Context: an optimization exercise on an open-source flow, tuned for small area. The choices shown serve that exercise and are no tape-out recipe. The RTL was checked by simulation tests, not by an equivalence proof against the original design. No driver is modelled on the clock port, so clocking that relies on it looks cheaper here than on a real chip. Power is estimated from default activity; no workload was simulated.

==> design.v <==
module onewire_slave (
    input  wire        clk,
    input  wire        rst_n,
    input  wire        dq_in,
    input  wire [63:0] rom_id,
    input  wire [7:0]  mem_rdata,
    input  wire        op_done,
    input  wire        isig_clr,
    output reg         dq_pd,
    output wire [4:0]  mem_addr,
    output wire        mem_rd,
    output wire        mem_we,
    output wire [7:0]  mem_wdata,
    output wire        op_req,
    output wire [7:0]  op_code,
    output wire        bus_reset,
    output reg  [7:0]  isig_cnt
);
    function [4:0] t_at(input integer n);
        integer i;
        reg [4:0] x;
        begin
            x = 5'd0;
            for (i = 0; i < n; i = i + 1) x = {x[3:0], ~(x[4] ^ x[2])};
            t_at = x;
        end
    endfunction
    function [8:0] l_at(input integer n);
        integer i;
        reg [8:0] x;
        begin
            x = 9'd0;
            for (i = 0; i < n; i = i + 1) x = {x[7:0], ~(x[8] ^ x[3])};
            l_at = x;
        end
    endfunction
    localparam [4:0] T_1   = t_at(1);
    localparam [4:0] T_30  = t_at(30);
    localparam [8:0] L_399 = l_at(399);
    localparam [8:0] L_400 = l_at(400);
    localparam [8:0] M_399 = 9'b101101111;
    localparam [8:0] M_400 = 9'b011011111;
    localparam [8:0] C_RST = 9'd20;
    localparam [8:0] C_PD1 = C_RST + 9'd19;
    localparam [8:0] C_PD0 = C_RST + 9'd99;
    localparam [8:0] M_PD1 = 9'b001011111;
    localparam [8:0] M_PD0 = 9'b001110111;
    localparam [4:0] IDLE    = 5'b00000,
                     RST     = 5'b00001,
                     PR      = 5'b00010,
                     BUSY    = 5'b00011,
                     ROM_CMD = 5'b00100,
                     MATCH   = 5'b00101,
                     READ    = 5'b01000,
                     SRCH0   = 5'b01001,
                     SRCH1   = 5'b01010,
                     SRCH2   = 5'b01011,
                     TA_WR   = 5'b10000,
                     TA_RD   = 5'b10001,
                     WR_DATA = 5'b10010,
                     RD_DATA = 5'b10011,
                     WR_CRC  = 5'b10100,
                     RD_CRC  = 5'b10101,
                     FN_CMD  = 5'b11000,
                     CONV    = 5'b11001,
                     SCR     = 5'b11010;
    reg [4:0]  ph;
    reg [4:0]  T;
    reg [8:0]  low;
    reg [8:0]  cnt;
    reg [7:0]  sh;
    reg [15:0] crc;
    reg        dq_q;
    wire [2:0] b  = cnt[2:0];
    wire       H  = cnt[3];
    wire [4:0] A  = cnt[8:4];
    wire       cb = (b == 3'd7);
    wire       fall  = dq_q & ~dq_in;
    wire       ev    = ~dq_in & ((low & M_399) == (L_399 & M_399));
    wire       at400 = ((low & M_400) == (L_400 & M_400));
    wire       Tz    = (T == 5'd0);
    wire       Tend  = (T == T_30);
    wire [7:0] rx    = {dq_in, sh[7:1]};
    wire       rbit  = rom_id[cnt[5:0]];
    wire       idx63 = (cnt[5:0] == 6'd63);
    wire       is_busy = (ph == BUSY);
    wire       slotph  = (ph != IDLE) && (ph != RST) && (ph != PR) && (ph != BUSY);
    wire       dmode = (ph == RD_DATA) | (ph == WR_DATA);
    wire       rd    = ph[0];       
    wire       a22   = A[4] & A[2] & A[1];
    wire       pe    = rd ? ((A[2:0] == 3'd0) | (a22 & A[0])) : (A[2] & A[1] & (A[0] | A[4]));
    wire       last  = a22 & (A[0] | ~rd);
    wire       sbyte0 = A[4] & ~A[0] & H;
    wire       sbyte8 = ~A[4] & A[1] & H;
    wire       slot_end = slotph & Tend;
    wire       scr_fix  = b[0] & ~b[1];
    reg tx, obit;
    always @* begin
        tx   = 1'b1;
        obit = 1'b1;
        case (ph)
            READ, SRCH0:       obit = rbit;
            SRCH1:             obit = ~rbit;
            RD_DATA:           obit = sh[0];
            RD_CRC, WR_CRC:    obit = crc[0];
            SCR:               obit = sbyte8 ? (crc[8] ^ scr_fix) : sh[0];
            default:           tx = 1'b0;
        endcase
    end
    reg [4:0] n_ph;
    reg       n_dqpd;
    reg       adv, ldA, kill, sh_ld;
    reg       acc_rd, acc_we;
    reg [4:0] acc_a;
    always @* begin
        n_ph   = ph;
        n_dqpd = dq_pd;
        adv    = 1'b0;
        ldA    = 1'b0;
        kill   = 1'b1;
        sh_ld  = 1'b0;
        acc_rd = 1'b0;
        acc_we = 1'b0;
        acc_a  = A;
        if (Tend) n_dqpd = 1'b0;
        case (ph)
            IDLE: ;
            RST: if (dq_in) begin
                adv  = 1'b1;
                n_ph = PR;
            end
            PR: begin
                adv = 1'b1;
                if ((cnt & M_PD1) == (C_PD1 & M_PD1)) n_dqpd = 1'b1;
                if ((cnt & M_PD0) == (C_PD0 & M_PD0)) begin
                    n_dqpd = 1'b0;
                    n_ph   = ROM_CMD;
                end
            end
            BUSY: begin
                if (T == T_1) n_dqpd = 1'b1;
                if (Tz && !H) n_ph = IDLE;
            end
            default: begin
                if (Tz && fall && tx && !obit) n_dqpd = 1'b1;
                if (Tend) begin
                    adv = 1'b1;
                    case (ph)
                        ROM_CMD: if (cb) begin
                            case (rx)
                                8'h33: n_ph = READ;
                                8'h55: n_ph = MATCH;
                                8'hCC: n_ph = FN_CMD;
                                8'hF0: n_ph = SRCH0;
                                8'hEC: begin
                                    acc_a  = 5'd10;
                                    acc_rd = 1'b1;
                                    n_ph = (mem_rdata[7] | mem_rdata[6]) ? SRCH0 : IDLE;
                                end
                                default: n_ph = IDLE;
                            endcase
                        end
                        READ: if (idx63) n_ph = FN_CMD;
                        MATCH: begin
                            if (dq_in != rbit) n_ph = IDLE;
                            else if (idx63) n_ph = FN_CMD;
                        end
                        SRCH0: begin
                            adv  = 1'b0;
                            n_ph = SRCH1;
                        end
                        SRCH1: begin
                            adv  = 1'b0;
                            n_ph = SRCH2;
                        end
                        SRCH2: begin
                            if (dq_in != rbit) n_ph = IDLE;
                            else if (idx63) n_ph = FN_CMD;
                            else n_ph = SRCH0;
                        end
                        FN_CMD: begin
                            kill = 1'b0;
                            if (cb) begin
                                ldA = 1'b1;
                                case (rx)
                                    8'hAA: n_ph = TA_RD;
                                    8'h55: n_ph = TA_WR;
                                    8'h3C: n_ph = CONV;
                                    8'h44, 8'h48, 8'hB8: n_ph = BUSY;
                                    8'hBE: begin
                                        acc_a  = 5'd4;
                                        acc_rd = 1'b1;
                                        sh_ld  = 1'b1;
                                        n_ph   = SCR;
                                    end
                                    default: n_ph = IDLE;
                                endcase
                            end
                        end
                        TA_RD, TA_WR: begin
                            kill = 1'b0;
                            if (cb) begin
                                if (H) begin
                                    if (rx >= 8'd23) n_ph = IDLE;
                                    else ldA = 1'b1;
                                end else if (rd) begin
                                    acc_rd = 1'b1;
                                    sh_ld  = 1'b1;
                                    n_ph   = RD_DATA;
                                end else begin
                                    n_ph = WR_DATA;
                                end
                            end
                        end
                        RD_DATA: begin
                            kill = 1'b0;
                            if (cb) begin
                                if (pe) n_ph = RD_CRC;
                                else begin
                                    acc_rd = 1'b1;
                                    sh_ld  = 1'b1;
                                end
                            end
                        end
                        WR_DATA: begin
                            kill = 1'b0;
                            if (cb) begin
                                acc_we = 1'b1;
                                if (pe) n_ph = WR_CRC;
                            end
                        end
                        RD_CRC, WR_CRC: begin
                            if (cb && H) begin
                                if (last) n_ph = IDLE;
                                else if (rd) begin
                                    acc_rd = 1'b1;
                                    sh_ld  = 1'b1;
                                    n_ph   = RD_DATA;
                                end else begin
                                    n_ph = WR_DATA;
                                end
                            end
                        end
                        CONV: begin
                            if (cb && !H) n_ph = BUSY;
                        end
                        SCR: begin
                            kill = sbyte8;
                            if (cb) begin
                                if (sbyte0) begin
                                    acc_a  = 5'd5;
                                    acc_rd = 1'b1;
                                    sh_ld  = 1'b1;
                                end
                                if (sbyte8) n_ph = IDLE;
                            end
                        end
                        default: ;
                    endcase
                end
            end
        endcase
        if (ev) begin
            n_ph   = RST;
            n_dqpd = 1'b0;
            acc_rd = 1'b0;
            acc_we = 1'b0;
        end
    end
    assign mem_rd    = acc_rd & rst_n;
    assign mem_we    = acc_we & rst_n;
    assign mem_addr  = (mem_rd | mem_we) ? acc_a : 5'd0;
    assign mem_wdata = mem_we ? rx : 8'd0;
    wire       mode8 = (ph == SCR);
    wire       rxph  = (ph == FN_CMD) | (ph == TA_RD) | (ph == TA_WR) | (ph == WR_DATA);
    wire       src   = mode8 ? crc[8] : crc[0];
    wire       fb    = (src ^ (rxph ? dq_in : sh[0])) & ~kill;
    wire       crc_en = Tend | (ph == PR);
    reg [15:0] n_crc;
    always @* begin
        n_crc = crc;
        if (crc_en) begin
            n_crc     = {fb, crc[15:1]};
            n_crc[11] = crc[12] ^ (fb & mode8);
            n_crc[10] = crc[11] ^ fb;
            n_crc[3]  = crc[4] ^ fb;
        end
    end
    wire       cA = cb & (dmode ? ~pe : (H | (ph == TA_RD)));
    reg [8:0] n_cnt;
    always @* begin
        n_cnt = cnt;
        if (adv) begin
            n_cnt[2:0] = b + 3'd1;
            n_cnt[3]   = (H ^ cb) & ~dmode;
            n_cnt[8:4] = ldA ? rx[4:0] : (A + {4'd0, cA});
        end
        if (is_busy && op_done) n_cnt[3] = 1'b0;
        if (ev) n_cnt = C_RST;
    end
    wire [7:0] n_sh = sh_ld ? mem_rdata : (Tend ? {dq_in & ~mode8, sh[7:1]} : sh);
    wire busy_start = is_busy & (T == T_1);
    wire act  = slotph | (is_busy & H);
    wire Tclr = ev | (Tz & ~(fall & act));
    always @(posedge clk) begin
        if (!rst_n) begin
            ph        <= IDLE;
            low       <= 9'd0;
            dq_q      <= 1'b0;
            dq_pd     <= 1'b0;
            isig_cnt  <= 8'd0;
            T         <= 5'd0;
        end else begin
            ph        <= n_ph;
            low       <= dq_in ? 9'd0 : ({low[7:0], ~(low[8] ^ low[3])} | {9{at400}});
            dq_q      <= dq_in;
            dq_pd     <= n_dqpd;
            isig_cnt  <= (isig_clr ? 8'd0 : isig_cnt) + {7'd0, fall | busy_start};
            T         <= Tclr ? 5'd0 : {T[3:0], ~(T[4] ^ T[2])};
        end
        cnt <= n_cnt;
        sh  <= n_sh;
        crc <= n_crc;
    end
    assign bus_reset = at400;
    assign op_req  = is_busy;
    assign op_code = is_busy ? {A[4] & ~A[2], ~A[4], A[4], A[4], A[4] | ~A[2], A[2], 2'b00} : 8'd0;
endmodule
==> flow/run.sh <==
#!/bin/bash
# Standard ORFS layout (the standard.sh) with three changes:
#  - synthesis maps the logic with ABC's area-oriented script in
#    flow/abc_area.script (deep AIG optimisation, then area mapping); the
#    flip-flops are mapped before ABC runs, exactly as in the standard flow
#  - the port buffers are the smallest buffer cell
#  - clock-tree synthesis uses clkbuf_8 and no dummy loads
set -euo pipefail
rm -rf scripts_area
cp -r "$FLOW_HOME/scripts" scripts_area
cp flow/abc_area.script scripts_area/abc_area.script
bash standard.sh \
  "SCRIPTS_DIR=$PWD/scripts_area" \
  "ABC_AREA=1" \
  "BUFFER_PORTS_ARGS=-buffer_cell sky130_fd_sc_hd__buf_1" \
  "CTS_ARGS=-sink_clustering_enable -repair_clock_nets -dont_use_dummy_load -root_buf sky130_fd_sc_hd__clkbuf_8 -buf_list sky130_fd_sc_hd__clkbuf_2" \
  finish > standard_flow.log 2>&1
==> flow/abc_area.script <==
strash
&get -n
&fraig -x
&deepsyn -I 1 -J 50
&put
dch -f
amap
==> standard.sh <==
#!/bin/bash
# synth_recipe.tcl (not shown) runs the flow's synth.tcl, then flattens the netlist and writes it again
# the make line also repeats each setting of config.mk as NAME=value (left out here)
make -C /OpenROAD-flow-scripts/flow DESIGN_CONFIG=/design/flow/config.mk WORK_HOME=/design/flow/orfs CLKGATE_MAP_FILE= SYNTH_SCRIPT=/design/flow/synth_recipe.tcl "${@:-finish}"
==> config.mk <==
export PLATFORM = sky130hd
export DESIGN_NAME = onewire_slave
export DESIGN_NICKNAME = onewire_slave
export VERILOG_FILES = /design/flow/design.v
export SDC_FILE = /design/flow/constraint.sdc
export NUM_CORES = 4
export LEC_CHECK = 0
export CAP_MARGIN = 20
export CORE_MARGIN = 2
export CORE_UTILIZATION = 40
export SLEW_MARGIN = 20
==> constraint.sdc <==
create_clock -name core_clock -period 10.0 [get_ports {clk}]
set_input_delay 2.0000 -clock core_clock [delete_from_list [all_inputs] [get_ports {clk}]]
set_output_delay 2.0000 -clock core_clock [all_outputs]
set_load 0.01 [all_outputs]
==> results.yml, run 1 <==
clock_tree:
  clockBufferDepth: 2
  cts_root_buffer: "clkbuf_8"
  clock_tree.htree_level_count: 3
  cts_tree: "done"
  clk_latency_ns: 0.35
  cts_made_buffers: 9
  cts.sinks: 62
  path_clk_slew_ns: 0.07
  cts_hold_buf: 0
  cts-resized-gates: 0
  cts_setup_buffers: 0
timing:
  max_slew_margin_pct: 28.79
  grt_setup_unrepaired: "no"
  clock.fmax_mhz: 154.9
  hold_viol: 0
  clock_skew_ns: 0.02839
  finalSetupViolations: 0
  fin_crit_sh_pct: 64.54
  fin_tns_setup_ns: 0
  fin_crit_ns: 6.454
  tightest_slew_ns: 1.041
  final-max-slew-violation-count: 0
critical_path:
  reg2reg_depth: 14
  rr_startpoint: "cnt[3]"
  required_ns: 8.00
  cp-startpoint: "dq_in"
  critPathSlowestCell: "nor3_1"
  path_max_fanout: 9
  end_kind: "output port"
  crit_type: "in2out"
  start_kind: "primary input"
  arrival_ns: 4.45
  max_stage_delay_ns: 0.48
  cp_cell_sequence: "buf_1 -> clkinv_1 -> nand2_1 -> nor3_1 -> nand3b_1 -> nand2_1 -> nor3_1 -> clkinv_1 -> nor2_1 -> buf_1"
detailed_routing:
  dr.pass1.iters: 7
  wl_per_cell_um: 16.37
  antenna_left: 0
  route.detailed.drc: 0
  route.final.wire_length_um: 12080
  vias: 4258
  drt_iter0_drc: 355
  vias_per_cell: 5.770
job:
  timing.max_cap.violations: 0
yosys:
  yosys.area.top_type: "dfxtp_1"
  synth-edff-count: 24
  yosysMostFrequentCell: "nor2_1"
  yosysUniqueCellTypes: 44
  avgSynthCellArea_um2: 7.363
  synth_seq_cells: 62
  synth_common_cells: "nor2_1 (130), clkinv_1 (66), nand2_1 (44), dfxtp_1 (38), nor3_1 (27)"
  yosysWarnings: 1
  netlist_area_um2: 3770
  ys.flop_type: "dfxtp_1"
  synthTopCellsByArea: "dfxtp_1 (20%), edfxtp_1 (19%), nor2_1 (13%)"
  synth_cells: 512
  synthDominantCellAreaShare_pct: 20.18
  ys_seq_area_share_pct: 39.30
  async_reset_ff_share_pct: 0
placement:
  place_inst: 729
  dp_hpwl_um: 9388
  io_buffers: 108
  gp_congestion: 1.006
finish:
  insertedDiodeCount: 0
  fin_cells: 738
  drive_gt1_share_pct: 1.595
  fin_nets: 715
  syn_to_final_growth_pct: 17.36
grt:
  grt_pass1_wl_um: 18380
  antenna_found_initial: 0
  grt_max_degree: 17
  grt_use_total_pct: 23.07
  gr-total-overflow: 0
  first_global_vias: 3818
run_status:
  status: "finished clean"
min_path:
  hold_start: "crc[10]"
  hold_depth: 0
  holdCritPathClass: "reg2reg"
power:
  irDropWorstVdd_v: 0.00006598
  total_leakage_power_nw: 1.491
  power_density_nw_per_um2: 201.1
die:
  rows: 35
  dieHeight_um: 101.1
  core_area_um2: 9196
  die_area_um2: 10220
  ios: 111
  initial_core_util_pct: 40.99
  die_w_um: 101.1
==> where the power goes <==
| part | switching, W | internal, W | leakage, nW |
|---|---|---|---|
| sequential | 0.0000504 | 0.000303 | 0.529 |
| combinational | 0.000238 | 0.000124 | 0.897 |
| clock | 0.0000942 | 0.0000802 | 0.0647 |
==> routing by layer <==
layer	global-route usage (%)	vias to the layer above	part of all wire, %
li1	-	2062	-
met1	29.48	1976	44
met2	37.65	185	46
met3	5.340	35	6.6
met4	9.148	0	3.3
met5	0	-	0
==> cell families after synthesis <==
kind of cell	after synthesis	share of synthesized area (%)
adder cells (fa/ha/maj)	9	2.987
AO/OA/AOI/OAI	122	21.81
other	1	0.09947
AND/OR/NAND/NOR	249	28.64
buffers and inverters	69	7.169
flip-flops	62	39.30
==> cell usage in the layout (no fill, tap or decap), types with 9 or more instances in the layout <==
| cell | Yosys | routed |
|---|---|---|
| clkinv_1 | 66 | 66 |
| nand3_1 | 13 | 13 |
| a211oi_1 | 12 | 12 |
| a21oi_1 | 26 | 26 |
| o21ai_0 | 26 | 26 |
| edfxtp_1 | 24 | 24 |
| dfxtp_1 | 38 | 38 |
| buf_1 | 0 | 108 |
| nand2_1 | 44 | 44 |
| nor3_1 | 27 | 26 |
| ha_1 | 9 | 9 |
| clkbuf_8 | 0 | 9 |
| o22ai_1 | 12 | 12 |
| nor2_1 | 130 | 130 |
==> stage by stage <==
stage	instance area (um^2)	utilization, %	power (W)	hold WS, ns	setup slack, ns
floorplan	3774	-	0.0005990	0.3988	4.111
global placement	4300	46.76	0.0007201	0.4066	3.599
detailed placement	4300	46.76	0.0007118	0.4054	3.566
CTS	4424	48.11	0.0008864	0.4117	3.565
global route	4424	48.11	0.0009541	0.4284	3.167
finish	4424	48.11	0.0008897	0.4108	3.546
==> registers in the layout, indices dropped and copies added, names as in the netlist <==
register,cells
T,5
cnt,9
crc,16
dq_pd,1
dq_q,1
isig_cnt,8
low,9
ph,5
sh,8
==> critical path: cells and delay by family <==
family | cells | cell delay [ns]
buf+inv | 4 | 1.16
simple gates | 6 | 1.29
==> worst paths after layout <==
check,slack (ns),end
min reg2reg,0.41,crc[9]
max reg2reg,6.12,ph[2]
min,0.41,crc[9]
max,3.55,mem_wdata[7]
==> area by class of cell <==
class / instances / area (um^2)
Clock buffer: 9 / 123.9
Fill cell: 982 / 4772
Inverter: 66 / 247.7
Multi-Input combinational cell: 382 / 2027
Sequential cell: 62 / 1481
Tap cell: 111 / 138.9
Timing Repair Buffer: 108 / 405.4
==> run 2, diff against run 1 <==
--- a/flow/run.sh
+++ b/flow/run.sh
@@ -15,3 +15,3 @@
   "BUFFER_PORTS_ARGS=-buffer_cell sky130_fd_sc_hd__buf_1" \
-  "CTS_ARGS=-sink_clustering_enable -repair_clock_nets -dont_use_dummy_load -root_buf sky130_fd_sc_hd__clkbuf_8 -buf_list sky130_fd_sc_hd__clkbuf_2" \
+  "CTS_ARGS=-sink_clustering_enable -repair_clock_nets -dont_use_dummy_load -buf_list sky130_fd_sc_hd__clkbuf_8" \
   finish > standard_flow.log 2>&1
==> run 2 against run 1 <==
Effect of this change:
- critical endpoint unchanged
- flip-flop and latch count stayed put
- critical path depth stayed put
- design area stayed put
- area after synthesis stayed put
- clock skew stayed put
- clock-buffer cell count stayed put
- highest routed layer unchanged
- clock power hardly changed
- die area stayed put
- maximum frequency stayed put
- via count stayed put
- non-clock buffer count stayed put
==> results.yml, run 2 <==
run_status:
  status: "finished clean"
finish:
  regMostFlops: "crc"
  syn_to_final_growth_pct: 17.36
  reg_top3: "crc: 16 flops, cnt: 9 flops, low: 9 flops"
  drive_gt1_share_pct: 1.595
  layout.cells.most_common: "nor2_1"
  regArea_um2: 1481
  multiInputGateArea_um2: 2027
  fin_nets: 715
  largest_reg_flops: 16
  final_cell_mix: "nor2_1 (130), buf_1 (108), clkinv_1 (66), nand2_1 (44), dfxtp_1 (38)"
  insertedDiodeCount: 0
  fillers: 982
yosys:
  ys.flop_type: "dfxtp_1"
  synth-edff-count: 24
  synth_top_family_by_area: "simple AND/OR/NAND/NOR gates"
  yosys.area.top_type: "dfxtp_1"
  avgSynthCellArea_um2: 7.363
  post_synth_xor_area_fraction_pct: 0
  netlist_area_um2: 3770
  synthDominantCellAreaShare_pct: 20.18
  synthSimpleGateAreaFrac_pct: 28.64
  ys_seq_area_share_pct: 39.30
  yosysUniqueCellTypes: 44
  synth_mux_area_share_pct: 0
  async_reset_ff_share_pct: 0
  synth_common_cells: "nor2_1 (130), clkinv_1 (66), nand2_1 (44), dfxtp_1 (38), nor3_1 (27)"
  synth_compound_area_share_pct: 21.81
  yosysMostFrequentCell: "nor2_1"
  synth_cells: 512
  yosysWarnings: 1
  synthTopCellsByArea: "dfxtp_1 (20%), edfxtp_1 (19%), nor2_1 (13%)"
  synthAdderAreaFrac_pct: 2.987
  synth_seq_cells: 62
die:
  die_w_um: 101.1
  initial_core_util_pct: 40.99
  dieHeight_um: 101.1
  die_area_um2: 10220
  core_area_um2: 9196
  rows: 35
  ios: 111
clock_tree:
  cts_hold_buf: 0
  path_clk_slew_ns: 0.07
  cts_made_buffers: 9
  cts_tree: "done"
  clockBufferDepth: 2
  cts_root_buffer: "clkbuf_8"
  clock_tree.htree_level_count: 3
  cts.sinks: 62
  clk_latency_ns: 0.35
  cts_setup_buffers: 0
  cts-resized-gates: 0
timing:
  fin_tns_setup_ns: 0
  clock.fmax_mhz: 154.9
  tightest_slew_ns: 1.041
  worst_slack_ns: 3.546
  final-max-slew-violation-count: 0
  max_slew_margin_pct: 28.79
  whs_ns: 0.4108
  finalSetupViolations: 0
  hold_viol: 0
  clock_skew_ns: 0.02839
  fin_crit_ns: 6.454
  grt_setup_unrepaired: "no"
  fin_crit_sh_pct: 64.54
power:
  combPwrFrac_pct: 40.6
  pwr-share-seq_pct: 39.7
  clkPwrFrac_pct: 19.6
  total_power_w: 0.0008897
  power_switching_w: 0.0003825
  internal-power_w: 0.0005073
  irDropWorstVdd_v: 0.00006598
  power_density_nw_per_um2: 201.1
  switching_share_pct: 42.99
  total_leakage_power_nw: 1.491
detailed_routing:
  route.detailed.drc: 0
  wl_per_cell_um: 16.37
  drt_iter0_drc: 355
  vias_per_cell: 5.770
  route.final.wire_length_um: 12080
  antenna_left: 0
  vias: 4258
  dr.pass1.iters: 7
placement:
  dp_hpwl_um: 9388
  place_ws_ns: 3.566
  gp_congestion: 1.006
  io_buffers: 108
critical_path:
  start_kind: "primary input"
  rr_startpoint: "cnt[3]"
  crit_type: "in2out"
  path_max_fanout: 9
  r2r-end: "ph[2]"
  r2r_slack_ns: 6.12
  arrival_ns: 4.45
  reg2reg_depth: 14
  required_ns: 8.00
  end_kind: "output port"
min_path:
  whs_endpoint: "crc[9]"
  hold_depth: 0
  hold_start: "crc[10]"
  holdCritPathClass: "reg2reg"
grt:
  gr-total-overflow: 0
  grt_pass1_wl_um: 18380
  first_global_vias: 3818
  antenna_found_initial: 0
  grt_use_total_pct: 23.07
  grt_max_degree: 17
job:
  timing.max_cap.violations: 0
-- run 2: cell counts after synthesis --
No cell type changed its count.
-- run 2: worst max-delay path by stage --
stage	from	endpoint	slack (ns)	cells after the start
after floorplan	dq_in	mem_addr[0]	4.11	7
after global placement	dq_in	mem_addr[0]	3.60	9
after detailed placement	dq_in	mem_addr[0]	3.57	10
after CTS	dq_in	mem_wdata[7]	3.56	10
after global routing	dq_in	mem_addr[0]	3.17	10
final	dq_in	mem_wdata[7]	3.55	10
-- run 2: cell type report --
class / instances / area share, %
clock buffers: 9 / 2.800
flip-flops and latches: 62 / 33.48
well taps: 111 / 3.139
inverters: 66 / 5.600
multi-input cells: 382 / 45.81
repair buffers: 108 / 9.163
-- run 2: per-layer routing --
metal	wire, um	up-vias	track usage, %
li1	-	2062	-
met1	5355	1976	29.48
met2	5530	185	37.65
met3	795	35	5.340
met4	399	0	9.148
met5	0	-	0
-- run 2: per-stage QoR --
stage	std cells	cell area [um^2]	util, %
finish	738	4424	48.11
floorplan	513	3774	-
CTS	738	4424	48.11
global placement	729	4300	46.76
global route	738	4424	48.11
detailed placement	729	4300	46.76
-- run 2: cell families (layout without fill, tap and decap cells) --
| group | Yosys count | after routing |
|---|---|---|
| AO/OA/AOI/OAI | 122 | 122 |
| flip-flops | 62 | 62 |
| buffers and inverters | 69 | 183 |
| adder cells (fa/ha/maj) | 9 | 9 |
| AND/OR/NAND/NOR | 249 | 249 |
| other | 1 | 2 |
-- run 2: worst max-delay path, cell delays in order --
cell and delay [ns]:
buf_1 0.29, clkinv_1 0.34, nand2_1 0.13, nor3_1 0.06, nand3b_1 0.20, nand2_1 0.25, nor3_1 0.48, clkinv_1 0.36
nor2_1 0.17, buf_1 0.17
-- run 2: power groups by stage --
stage | clock (W) | combinational (W) | sequential [W]
CTS | 0.000178 | 0.000355 | 0.000353
finish | 0.000174 | 0.000362 | 0.000354
floorplan | 0 | 0.000259 | 0.000340
global placement | 0 | 0.000362 | 0.000358
global route | 0.000188 | 0.000406 | 0.000361
detailed placement | 0 | 0.000354 | 0.000358
==> run 3, diff against run 2 <==
--- a/flow/run.sh
+++ b/flow/run.sh
@@ -6,3 +6,4 @@
 #  - the port buffers are the smallest buffer cell
-#  - clock-tree synthesis uses clkbuf_8 and no dummy loads
+#  - clock-tree synthesis uses a clkbuf_8 root, clkbuf_2 leaves and no
+#    dummy loads
 set -euo pipefail
@@ -15,3 +16,3 @@
   "BUFFER_PORTS_ARGS=-buffer_cell sky130_fd_sc_hd__buf_1" \
-  "CTS_ARGS=-sink_clustering_enable -repair_clock_nets -dont_use_dummy_load -buf_list sky130_fd_sc_hd__clkbuf_8" \
+  "CTS_ARGS=-sink_clustering_enable -dont_use_dummy_load -root_buf sky130_fd_sc_hd__clkbuf_8 -buf_list sky130_fd_sc_hd__clkbuf_2" \
   finish > standard_flow.log 2>&1
==> flow/abc_area.script (replaced) <==
strash
&get -n
&fraig -x
&deepsyn -I 1 -J 50
&put
dch -f
amap -F 4 -A 4
strash
dch -f
amap -F 4 -A 4
==> run 3 against run 2 <==
Effect of this change:
- combinational power increased by 5%
- register-to-register slack improved by 0.06 ns
- non-clock buffer count increased by 1
- critical path depth increased by 2
- clock power decreased by 5%
- design area decreased by 1.4%
==> results.yml, run 3 <==
detailed_routing:
  vias: 4153
  antenna_left: 0
  wl_per_cell_um: 16.67
  route.final.wire_length_um: 11970
  vias_per_cell: 5.784
  drt_iter0_drc: 380
  dr.pass1.iters: 5
  route.detailed.drc: 0
yosys:
  yosysWarnings: 1
  synth_common_cells: "nor2_1 (101), clkinv_1 (68), dfxtp_1 (38), nand2_1 (37), o21ai_0 (35)"
  yosysUniqueCellTypes: 40
  synth_seq_cells: 62
  async_reset_ff_share_pct: 0
  synthTopCellsByArea: "dfxtp_1 (21%), edfxtp_1 (19%), nor2_1 (10%)"
  ys_seq_area_share_pct: 39.96
  yosysMostFrequentCell: "nor2_1"
  yosys.area.top_type: "dfxtp_1"
  synth_cells: 491
  ys.flop_type: "dfxtp_1"
  netlist_area_um2: 3707
  avgSynthCellArea_um2: 7.551
  synth-edff-count: 24
  synthDominantCellAreaShare_pct: 20.52
placement:
  io_buffers: 108
  place_inst: 709
  dp_hpwl_um: 9411
  placed_cell_area_um2: 4240
  gp_congestion: 0.9973
die:
  dieHeight_um: 100.3
  die_w_um: 100.3
  ios: 111
  core_area_um2: 9109
  die_area_um2: 10050
  rows: 35
  initial_core_util_pct: 40.70
finish:
  final_cell_mix: "buf_1 (108), nor2_1 (101), clkinv_1 (68), dfxtp_1 (38), nand2_1 (37)"
  syn_to_final_growth_pct: 17.72
  postLayoutCellArea_um2: 4364
  fin_nets: 695
  layout.cells.most_common: "buf_1"
  insertedDiodeCount: 0
  fin_cells: 718
  largest_reg_flops: 16
  reg_top3: "crc: 16 flops, cnt: 9 flops, low: 9 flops"
  drive_gt1_share_pct: 1.647
  regMostFlops: "crc"
grt:
  antenna_found_initial: 0
  gr-total-overflow: 0
  grt_pass1_wl_um: 18320
  grt_use_total_pct: 23.45
  first_global_vias: 3598
  grt_max_degree: 17
timing:
  fin_crit_ns: 6.762
  fin_tns_setup_ns: 0
  grt_setup_unrepaired: "no"
  fin_crit_sh_pct: 67.62
  clock_skew_ns: 0.02937
  clock.fmax_mhz: 147.9
  max_slew_margin_pct: 40.90
  tightest_slew_ns: 0.8833
  final-max-slew-violation-count: 0
  whs_ns: 0.4124
  hold_viol: 0
  finalSetupViolations: 0
run_status:
  status: "finished clean"
critical_path:
  rr_startpoint: "cnt[3]"
  cp-startpoint: "dq_in"
  max_stage_delay_ns: 0.63
  start_kind: "primary input"
  cp_cell_sequence: "buf_1 -> clkinv_1 -> or4_1 -> nor2_1 -> a31oi_1 -> a21oi_1 -> a31oi_1 -> o21a_1 -> nor3_1 -> o21ai_0 -> a221oi_1 -> buf_1"
  path_delay_family: "simple AND/OR/NAND/NOR gates"
  end_kind: "output port"
  critPathBufInv: 3
  path_max_fanout: 12
  crit_type: "in2out"
  arrival_ns: 4.76
  critPathSlowestCell: "or4_1"
  required_ns: 8.00
power:
  total_power_w: 0.0009003
  power_density_nw_per_um2: 206.3
  irDropWorstVdd_v: 0.00009129
  total_leakage_power_nw: 1.447
clock_tree:
  cts_tree: "done"
  cts-resized-gates: 0
  clock_tree.htree_level_count: 3
  cts.sinks: 62
  cts_made_buffers: 9
  cts_hold_buf: 0
  cts_root_buffer: "clkbuf_8"
  clk_latency_ns: 0.34
  cts_setup_buffers: 0
  path_clk_slew_ns: 0.08
  clockBufferDepth: 2
min_path:
  hold_start: "crc[2]"
  holdCritPathClass: "reg2reg"
job:
  timing.max_cap.violations: 0
run 3: power by group:
part	internal [W]	switching (W)
Combinational	0.000132	0.000248
Clock	0.0000800	0.0000857
Sequential	0.000304	0.0000508
Total	0.000516	0.000384
run 3: worst paths after layout:
kind	depth (start not counted)	to	slack, ns
hold reg to reg	0	crc[1]	0.41
setup reg to reg	15	ph[0]	6.18
hold / removal	0	crc[1]	0.41
setup / recovery	12	mem_addr[0]	3.24
run 3: layout make-up:
class                      instances  area, um^2
fill                             941        4745
multi-input combinational        359        1952
sequential                        62        1481
timing repair buffer             109       412.9
inverter                          68       255.2
tap                              111       138.9
clock buffer                       9       123.9
run 3: layer usage:
metal  GRT usage (%)  share of wire (%)  wire length, um  vias up
met3           3.552                7.8              937       19
met1           32.40                 45             5435     1878
met4           8.114                1.8              211        0
met2           37.48                 45             5387      222
met5               0                  0                0        -
li1                -                  -                -     2034
run 3: cells by family (layout without fill, tap and decap cells):
kind of cell,count (synthesis),count (layout),share of synthesized area [%]
and+or+nand+nor,213,213,25.28
DFF,62,62,39.96
adders and majority gates,9,9,3.038
other,1,2,0.1012
AOI/OAI and AO/OA,135,135,24.13
buffers and inverters,71,186,7.492
run 3: through the flow:
stage	setup slack, ns	util (%)
after detailed placement	3.298	46.55
after global placement	3.425	46.55
final	3.238	47.91
after CTS	3.287	47.91
after floorplan	3.766	-
after global routing	2.911	47.91
==> run 4, diff against run 3 <==
==> flow/run.sh (replaced) <==
#!/bin/bash
# Standard ORFS layout (the standard.sh) with these changes:
#  - synthesis maps the logic with ABC's area-oriented script in
#    flow/abc_area.script (deep AIG optimisation, then area mapping); the
#    flip-flops are mapped before ABC runs, exactly as in the standard flow
#  - the port buffers are the smallest buffer cell
#  - clock-tree synthesis uses no dummy loads, and flow/cts_shrink.tcl then
#    sizes the leaf clock buffers that drive few flip-flops down to
#    clkbuf_4 where the clock-pin slews stay well inside the limit
# Each tool's full output is in standard_flow.log and in ORFS's own logs
# under orfs/logs.
set -euo pipefail
rm -rf scripts_area
cp -r "$FLOW_HOME/scripts" scripts_area
cp flow/abc_area.script scripts_area/abc_area.script
bash standard.sh \
  "SCRIPTS_DIR=$PWD/scripts_area" \
  "ABC_AREA=1" \
  "BUFFER_PORTS_ARGS=-buffer_cell sky130_fd_sc_hd__buf_1" \
  "CTS_ARGS=-sink_clustering_enable -repair_clock_nets -dont_use_dummy_load -buf_list sky130_fd_sc_hd__clkbuf_8" \
  "POST_CTS_TCL=$PWD/flow/cts_shrink.tcl" \
  finish > standard_flow.log 2>&1
==> flow/cts_shrink.tcl (new file) <==
proc cts_leaf_slew { inst } {
  set worst 0.0
  set onet [[$inst findITerm X] getNet]
  foreach it [$onet getITerms] {
    if { [[$it getInst] getId] == [$inst getId] } { continue }
    set pin [get_pins [[$it getInst] getName]/[[$it getMTerm] getName]]
    foreach prop {slew_max_rise slew_max_fall} {
      set s [get_property $pin $prop]
      if { $s > $worst } { set worst $s }
    }
  }
  return $worst
}
proc cts_leaf_sinks { inst } {
  set n 0
  set onet [[$inst findITerm X] getNet]
  foreach it [$onet getITerms] {
    if { [[$it getInst] getId] != [$inst getId] } { incr n }
  }
  return $n
}
set cts_block [ord::get_db_block]
foreach inst [$cts_block getInsts] {
  set name [$inst getName]
  if { ![string match "clkbuf_*__f_clk" $name] } { continue }
  set orig [[$inst getMaster] getName]
  if { $orig ne "sky130_fd_sc_hd__clkbuf_8" } { continue }
  set n [cts_leaf_sinks $inst]
  if { $n > 10 } { continue }
  replace_cell $name sky130_fd_sc_hd__clkbuf_4
  estimate_parasitics -placement
  set w [cts_leaf_slew $inst]
  if { $w > 0.110 } {
    replace_cell $name $orig
    estimate_parasitics -placement
  }
  puts "cts_shrink: $name ($n sinks) -> [[$inst getMaster] getName], estimated slew [format %.3f $w] ns"
}
detailed_placement
estimate_parasitics -placement
==> run 4 against run 3 <==
Effect of this change:
- global-route usage about the same
- area after synthesis unchanged
- still clean on timing, DRC and antenna
- combinational power about the same
- critical endpoint unchanged
- clock-buffer cell count stayed put
- sequential share of layout area is 0.34 points higher
- sequential power barely moved
- setup slack improved by 0.0022 ns
- flip-flop and latch count did not move
- utilization shrank 0.48 points
- design area decreased by 1.0%
- worst hold slack better by 0.0019 ns
==> results.yml, run 4 <==
min_path:
  hold_depth: 0
  whs_endpoint: "crc[13]"
  hold_start: "crc[14]"
  holdCritPathClass: "reg2reg"
detailed_routing:
  antenna_left: 0
  met1Wirelength_um: 5357
  vias_per_cell: 5.806
  route.detailed.drc: 0
  wl_met2_um: 5280
  wl_per_cell_um: 16.54
  drt_iter0_drc: 408
  vias: 4169
  route.final.wire_length_um: 11880
  top_layer: "met4"
  dr.pass1.iters: 5
  route.met3.wl_um: 939
placement:
  dp_hpwl_um: 9411
  placed_cell_area_um2: 4240
  io_buffers: 108
  place_inst: 709
  gp_congestion: 0.9973
timing:
  max_slew_margin_pct: 40.55
  hold_viol: 0
  fin_crit_sh_pct: 67.60
  fin_crit_ns: 6.760
  clock.fmax_mhz: 147.9
  finalSetupViolations: 0
  clock_skew_ns: 0.02940
  fin_tns_setup_ns: 0
  grt_setup_unrepaired: "no"
  final-max-slew-violation-count: 0
  tightest_slew_ns: 0.8884
grt:
  first_global_vias: 3600
  grt_use_total_pct: 23.44
  gr-total-overflow: 0
  grt_max_degree: 17
  grt_pass1_wl_um: 18310
  antenna_found_initial: 0
yosys:
  ys.flop_type: "dfxtp_1"
  synth_seq_cells: 62
  ys_seq_area_share_pct: 39.96
  synthDominantCellAreaShare_pct: 20.52
  netlist_area_um2: 3707
  yosys.area.top_type: "dfxtp_1"
  async_reset_ff_share_pct: 0
  synth_cells: 491
  avgSynthCellArea_um2: 7.551
  synthTopCellsByArea: "dfxtp_1 (21%), edfxtp_1 (19%), nor2_1 (10%)"
  yosysUniqueCellTypes: 40
  yosysMostFrequentCell: "nor2_1"
  yosysWarnings: 1
  synth-edff-count: 24
  synth_common_cells: "nor2_1 (101), clkinv_1 (68), dfxtp_1 (38), nand2_1 (37), o21ai_0 (35)"
critical_path:
  crit_type: "in2out"
  cp-startpoint: "dq_in"
  end_kind: "output port"
  start_kind: "primary input"
  r2r-end: "ph[0]"
  rr_startpoint: "cnt[3]"
  reg2reg_depth: 15
  arrival_ns: 4.76
  path_max_fanout: 12
  cp_cell_sequence: "buf_1 -> clkinv_1 -> or4_1 -> nor2_1 -> a31oi_1 -> a21oi_1 -> a31oi_1 -> o21a_1 -> nor3_1 -> o21ai_0 -> a221oi_1 -> buf_1"
  required_ns: 8.00
  r2r_slack_ns: 6.20
  max_stage_delay_ns: 0.63
  critPathSlowestCell: "or4_1"
clock_tree:
  clk_latency_ns: 0.34
  path_clk_slew_ns: 0.09
  cts.sinks: 62
  cts_tree: "done"
finish:
  layout.cells.most_common: "buf_1"
  final_cell_mix: "buf_1 (108), nor2_1 (101), clkinv_1 (68), dfxtp_1 (38), nand2_1 (37)"
  reg_top3: "crc: 16 flops, cnt: 9 flops, low: 9 flops"
  largest_reg_flops: 16
  fin_nets: 695
  postLayoutCellArea_um2: 4320
  fin_cells: 718
  insertedDiodeCount: 0
  regMostFlops: "crc"
  syn_to_final_growth_pct: 16.54
  drive_gt1_share_pct: 1.647
job:
  timing.max_cap.violations: 0
die:
  dieHeight_um: 100.3
  ios: 111
  die_w_um: 100.3
  rows: 35
  die_area_um2: 10050
  core_area_um2: 9109
  initial_core_util_pct: 40.70
run_status:
  status: "finished clean"
power:
  irDropWorstVdd_v: 0.00008143
  total_leakage_power_nw: 1.428
  power_density_nw_per_um2: 200.0
==> run 4: logic make-up (layout without fill, tap and decap cells) <==
kind of cell,after synthesis,count (layout),synth area share (%)
buffers and inverters,71,186,7.492
DFF,62,62,39.96
and+or+nand+nor,213,213,25.28
other,1,2,0.1012
adders and majority gates,9,9,3.038
AOI/OAI and AO/OA,135,135,24.13
==> run 4: stage by stage <==
| step | util [%] | worst slack [ns] | power, W | hold WS [ns] |
|---|---|---|---|---|
| floorplan | - | 3.766 | 0.0006123 | 0.3988 |
| global placement | 46.55 | 3.425 | 0.0007353 | 0.4025 |
| detailed placement | 46.55 | 3.298 | 0.0007341 | 0.4059 |
| global route | 47.43 | 2.911 | 0.0009328 | 0.4219 |
| finish | 47.43 | 3.240 | 0.0008642 | 0.4143 |
==> run 4: routing by layer <==
layer  global-route usage, %  up-vias
met2                   37.48      224
li1                        -     2031
met4                   8.114        0
met3                   3.552       29
met1                   32.36     1885
met5                       0        -
==> run 4: cell type report <==
class,count,area [um^2]
well taps,111,138.9
flip-flops and latches,62,1481
fillers,950,4788
multi-input cells,359,1952
clock buffers,9,80.08
inverters,68,255.2
repair buffers,109,412.9
==> run 4: how the worst max path moves through the flow <==
stage | end | slack [ns]
after floorplan | mem_addr[0] | 3.77
after global placement | mem_addr[0] | 3.43
after detailed placement | mem_addr[0] | 3.30
after global routing | mem_addr[0] | 2.91
final | mem_addr[0] | 3.24
==> run 4: worst max-delay path, delay by kind of cell <==
kind | cells | cell delay [ns]
simple gates | 3 | 1.12
compound gates | 6 | 0.89
buf+inv | 3 | 0.71
==> run 4: report_power, final <==
| part | switching [W] | total (W) | internal [W] | leakage [nW] |
|---|---|---|---|---|
| clock network | 0.0000796 | 0.000130 | 0.0000508 | 0.0466 |
| logic | 0.000248 | 0.000380 | 0.000132 | 0.853 |
| registers | 0.0000504 | 0.000354 | 0.000303 | 0.529 |
==> run 5, diff against run 4 <==
--- a/flow/run.sh
+++ b/flow/run.sh
@@ -8,3 +8,4 @@
 #    sizes the leaf clock buffers that drive few flip-flops down to
-#    clkbuf_4 where the clock-pin slews stay well inside the limit
+#    clkbuf_4, and the root buffer too, where the clock-pin slews stay
+#    well inside the limit
 # Each tool's full output is in standard_flow.log and in ORFS's own logs
--- a/flow/cts_shrink.tcl
+++ b/flow/cts_shrink.tcl
@@ -38,2 +38,19 @@
 }
+set cts_root [$cts_block findInst clkbuf_0_clk]
+if { $cts_root != "NULL" && [[$cts_root getMaster] getName] eq "sky130_fd_sc_hd__clkbuf_8" } {
+  replace_cell clkbuf_0_clk sky130_fd_sc_hd__clkbuf_4
+  estimate_parasitics -placement
+  set w 0.0
+  foreach inst [$cts_block getInsts] {
+    if { [string match "clkbuf_*__f_clk" [$inst getName]] } {
+      set s [cts_leaf_slew $inst]
+      if { $s > $w } { set w $s }
+    }
+  }
+  if { $w > 0.110 } {
+    replace_cell clkbuf_0_clk sky130_fd_sc_hd__clkbuf_8
+    estimate_parasitics -placement
+  }
+  puts "cts_shrink: clkbuf_0_clk -> [[$cts_root getMaster] getName], worst estimated slew [format %.3f $w] ns"
+}
 detailed_placement
==> run 5 against run 4 <==
Effect of this change:
- combinational power about the same
- critical path depth unchanged
- setup slack improved by 0.0050 ns
- non-clock buffer count unchanged
- sequential power about the same
- via count about the same
- maximum frequency about the same
- critical endpoint unchanged
- largest cell class unchanged
- largest power group unchanged
==> results.yml, run 5 <==
run_status:
  status: "finished clean"
timing:
  fin_crit_ns: 6.755
  grt_setup_unrepaired: "no"
  worst_slack_ns: 3.245
  hold_viol: 0
  whs_ns: 0.4138
  clock_skew_ns: 0.02807
  tightest_slew_ns: 0.8787
  fin_tns_setup_ns: 0
  fin_crit_sh_pct: 67.55
  max_slew_margin_pct: 41.20
  clock.fmax_mhz: 148.0
  final-max-slew-violation-count: 0
  finalSetupViolations: 0
die:
  die_w_um: 100.3
  initial_core_util_pct: 40.70
  rows: 35
  ios: 111
  core_area_um2: 9109
  die_area_um2: 10050
  dieHeight_um: 100.3
grt:
  use_met3_pct: 3.343
  grt_max_degree: 17
  use_met2_pct: 37.48
  busiest_layer: "met2"
  grt_pass1_wl_um: 18290
  first_global_vias: 3599
  grtUsageMet1_pct: 32.36
  grt_use_total_pct: 23.39
  antenna_found_initial: 0
  gr-total-overflow: 0
yosys:
  synthAdderAreaFrac_pct: 3.037
  synthTopCellsByArea: "dfxtp_1 (21%), edfxtp_1 (19%), nor2_1 (10%)"
  synth_seq_cells: 62
  post_synth_xor_area_fraction_pct: 0
  avgSynthCellArea_um2: 7.551
  synth_mux_area_share_pct: 0
  yosysWarnings: 1
  synth-edff-count: 24
  yosysMostFrequentCell: "nor2_1"
  ys_seq_area_share_pct: 39.96
  synth_compound_area_share_pct: 24.13
  ys.flop_type: "dfxtp_1"
  async_reset_ff_share_pct: 0
  yosys.area.top_type: "dfxtp_1"
  synthDominantCellAreaShare_pct: 20.52
  yosysUniqueCellTypes: 40
  synthSimpleGateAreaFrac_pct: 25.28
  synth_common_cells: "nor2_1 (101), clkinv_1 (68), dfxtp_1 (38), nand2_1 (37), o21ai_0 (35)"
  netlist_area_um2: 3707
  synth_cells: 491
  synth_top_family_by_area: "simple AND/OR/NAND/NOR gates"
clock_tree:
  cts.sinks: 62
  cts_tree: "done"
  clk_latency_ns: 0.40
  path_clk_slew_ns: 0.09
placement:
  place_ws_ns: 3.298
  placed_cell_area_um2: 4240
  io_buffers: 108
  gp_congestion: 0.9973
  dp_hpwl_um: 9411
finish:
  largest_reg_flops: 16
  layout.cells.most_common: "buf_1"
  insertedDiodeCount: 0
  regMostFlops: "crc"
  reg_top3: "crc: 16 flops, cnt: 9 flops, low: 9 flops"
  final_cell_mix: "buf_1 (108), nor2_1 (101), clkinv_1 (68), dfxtp_1 (38), nand2_1 (37)"
  drive_gt1_share_pct: 1.647
  postLayoutCellArea_um2: 4314
  syn_to_final_growth_pct: 16.37
  fin_nets: 695
detailed_routing:
  wl_per_cell_um: 16.58
  vias: 4167
  antenna_left: 0
  drt_iter0_drc: 426
  dr.pass1.iters: 6
  route.detailed.drc: 0
  vias_per_cell: 5.804
  route.final.wire_length_um: 11910
critical_path:
  arrival_ns: 4.76
  start_kind: "primary input"
  path_max_fanout: 12
  r2r_slack_ns: 6.21
  critPathSlowestCell: "or4_1"
  rr_startpoint: "cnt[3]"
  path_delay_family: "simple AND/OR/NAND/NOR gates"
  max_stage_delay_ns: 0.63
  critPathBufInv: 3
  cp-startpoint: "dq_in"
  required_ns: 8.00
  end_kind: "output port"
  cp_cell_sequence: "buf_1 -> clkinv_1 -> or4_1 -> nor2_1 -> a31oi_1 -> a21oi_1 -> a31oi_1 -> o21a_1 -> nor3_1 -> o21ai_0 -> a221oi_1 -> buf_1"
  crit_type: "in2out"
min_path:
  holdCritPathClass: "reg2reg"
  hold_start: "crc[14]"
power:
  power_density_nw_per_um2: 199.3
  total_power_w: 0.0008598
  irDropWorstVdd_v: 0.00008126
  total_leakage_power_nw: 1.426
job:
  timing.max_cap.violations: 0
==> run 5: cell counts after synthesis <==
Identical to the previous run, type by type.
==> run 5: cell type report <==
type | count | area, um^2
Clock buffer | 9 | 73.82
Tap cell | 111 | 138.9
Timing Repair Buffer | 109 | 412.9
Fill cell | 952 | 4795
Inverter | 68 | 255.2
Multi-Input combinational cell | 359 | 1952
Sequential cell | 62 | 1481
==> run 5: worst paths after layout <==
| path | to | cells after the start |
|---|---|---|
| worst max-delay path | mem_addr[0] | 12 |
| worst min-delay path | crc[13] | 0 |
| worst max register to register | ph[0] | 15 |
| worst min register to register | crc[13] | 0 |
==> run 5: logic make-up after synthesis <==
kind of cell / count (synthesis)
other cells: 1
compound gates: 135
flops: 62
simple gates: 213
buf+inv: 71
fa+ha+maj: 9
==> run 5: worst reg2reg max path, stage by stage (launching register included) <==
cell	delay (ns)
dfxtp_1	0.62
clkinv_1	0.46
nor2_1	0.36
a222oi_1	0.16
a32oi_1	0.22
o21ai_0	0.10
o21a_1	0.14
o22ai_1	0.36
clkinv_1	0.18
o22ai_1	0.23
o21ai_0	0.20
nor2_1	0.19
o311ai_0	0.17
o21ai_0	0.17
nor2_1	0.07
nor2_1	0.08
==> run 5: per-layer routing <==
metal / up-vias / part of all wire, %
met2: 232 / 45
met4: 0 / 1.8
met3: 24 / 8.7
li1: 2033 / -
met1: 1878 / 44
met5: - / 0
==> run 5: per-stage QoR <==
step | instances | utilization, %
5_1_grt | 718 | 47.36
3_3_place_gp | 709 | 46.55
6_report | 718 | 47.36
3_5_place_dp | 709 | 46.55
2_1_floorplan | 492 | -
==> run 5: report_power, final <==
group | switching, W | internal (W)
sequential | 0.0000507 | 0.000303
combinational | 0.000248 | 0.000132
clock | 0.0000797 | 0.0000460

[re-timing with driven ports]
The flow's constraints put no driver on any port. The routed layouts listed below were extracted and timed again, unchanged, in two steps. Step 1 sets driving cells, clkbuf_16 on the clock port and buf_2 on the other inputs (assumed; they add their load-dependent delay and slew). Step 2, shift: input delay + t, output delay - t, t = (earliest + latest rising clock arrival at the registers) / 2. This alone moves slack from input paths to output paths. Three values: ideal, step 1, step 2; two values: the first two.
run | shift t [ns] | setup WS [ns] | worst hold slack (ns) | worst setup path after step 2 | worst data-port slew with drivers (ns)
run 1 | 0.366 | 3.546 / 3.517 / 3.517 | 0.411 / 0.411 / 0.411 | input to output | 0.05
run 2 | 0.366 | 3.546 / 3.517 / 3.517 | 0.411 / 0.411 / 0.411 | input to output | 0.05
run 3 | 0.361 | 3.238 / 3.209 / 3.209 | 0.412 / 0.412 / 0.412 | input to output | 0.04
run 4 | 0.359 | 3.240 / 3.211 / 3.211 | 0.414 / 0.414 / 0.414 | input to output | 0.04
run 5 | 0.418 | 3.245 / 3.216 / 3.216 | 0.414 / 0.414 / 0.414 | input to output | 0.04
After both steps every run listed still meets setup and hold.
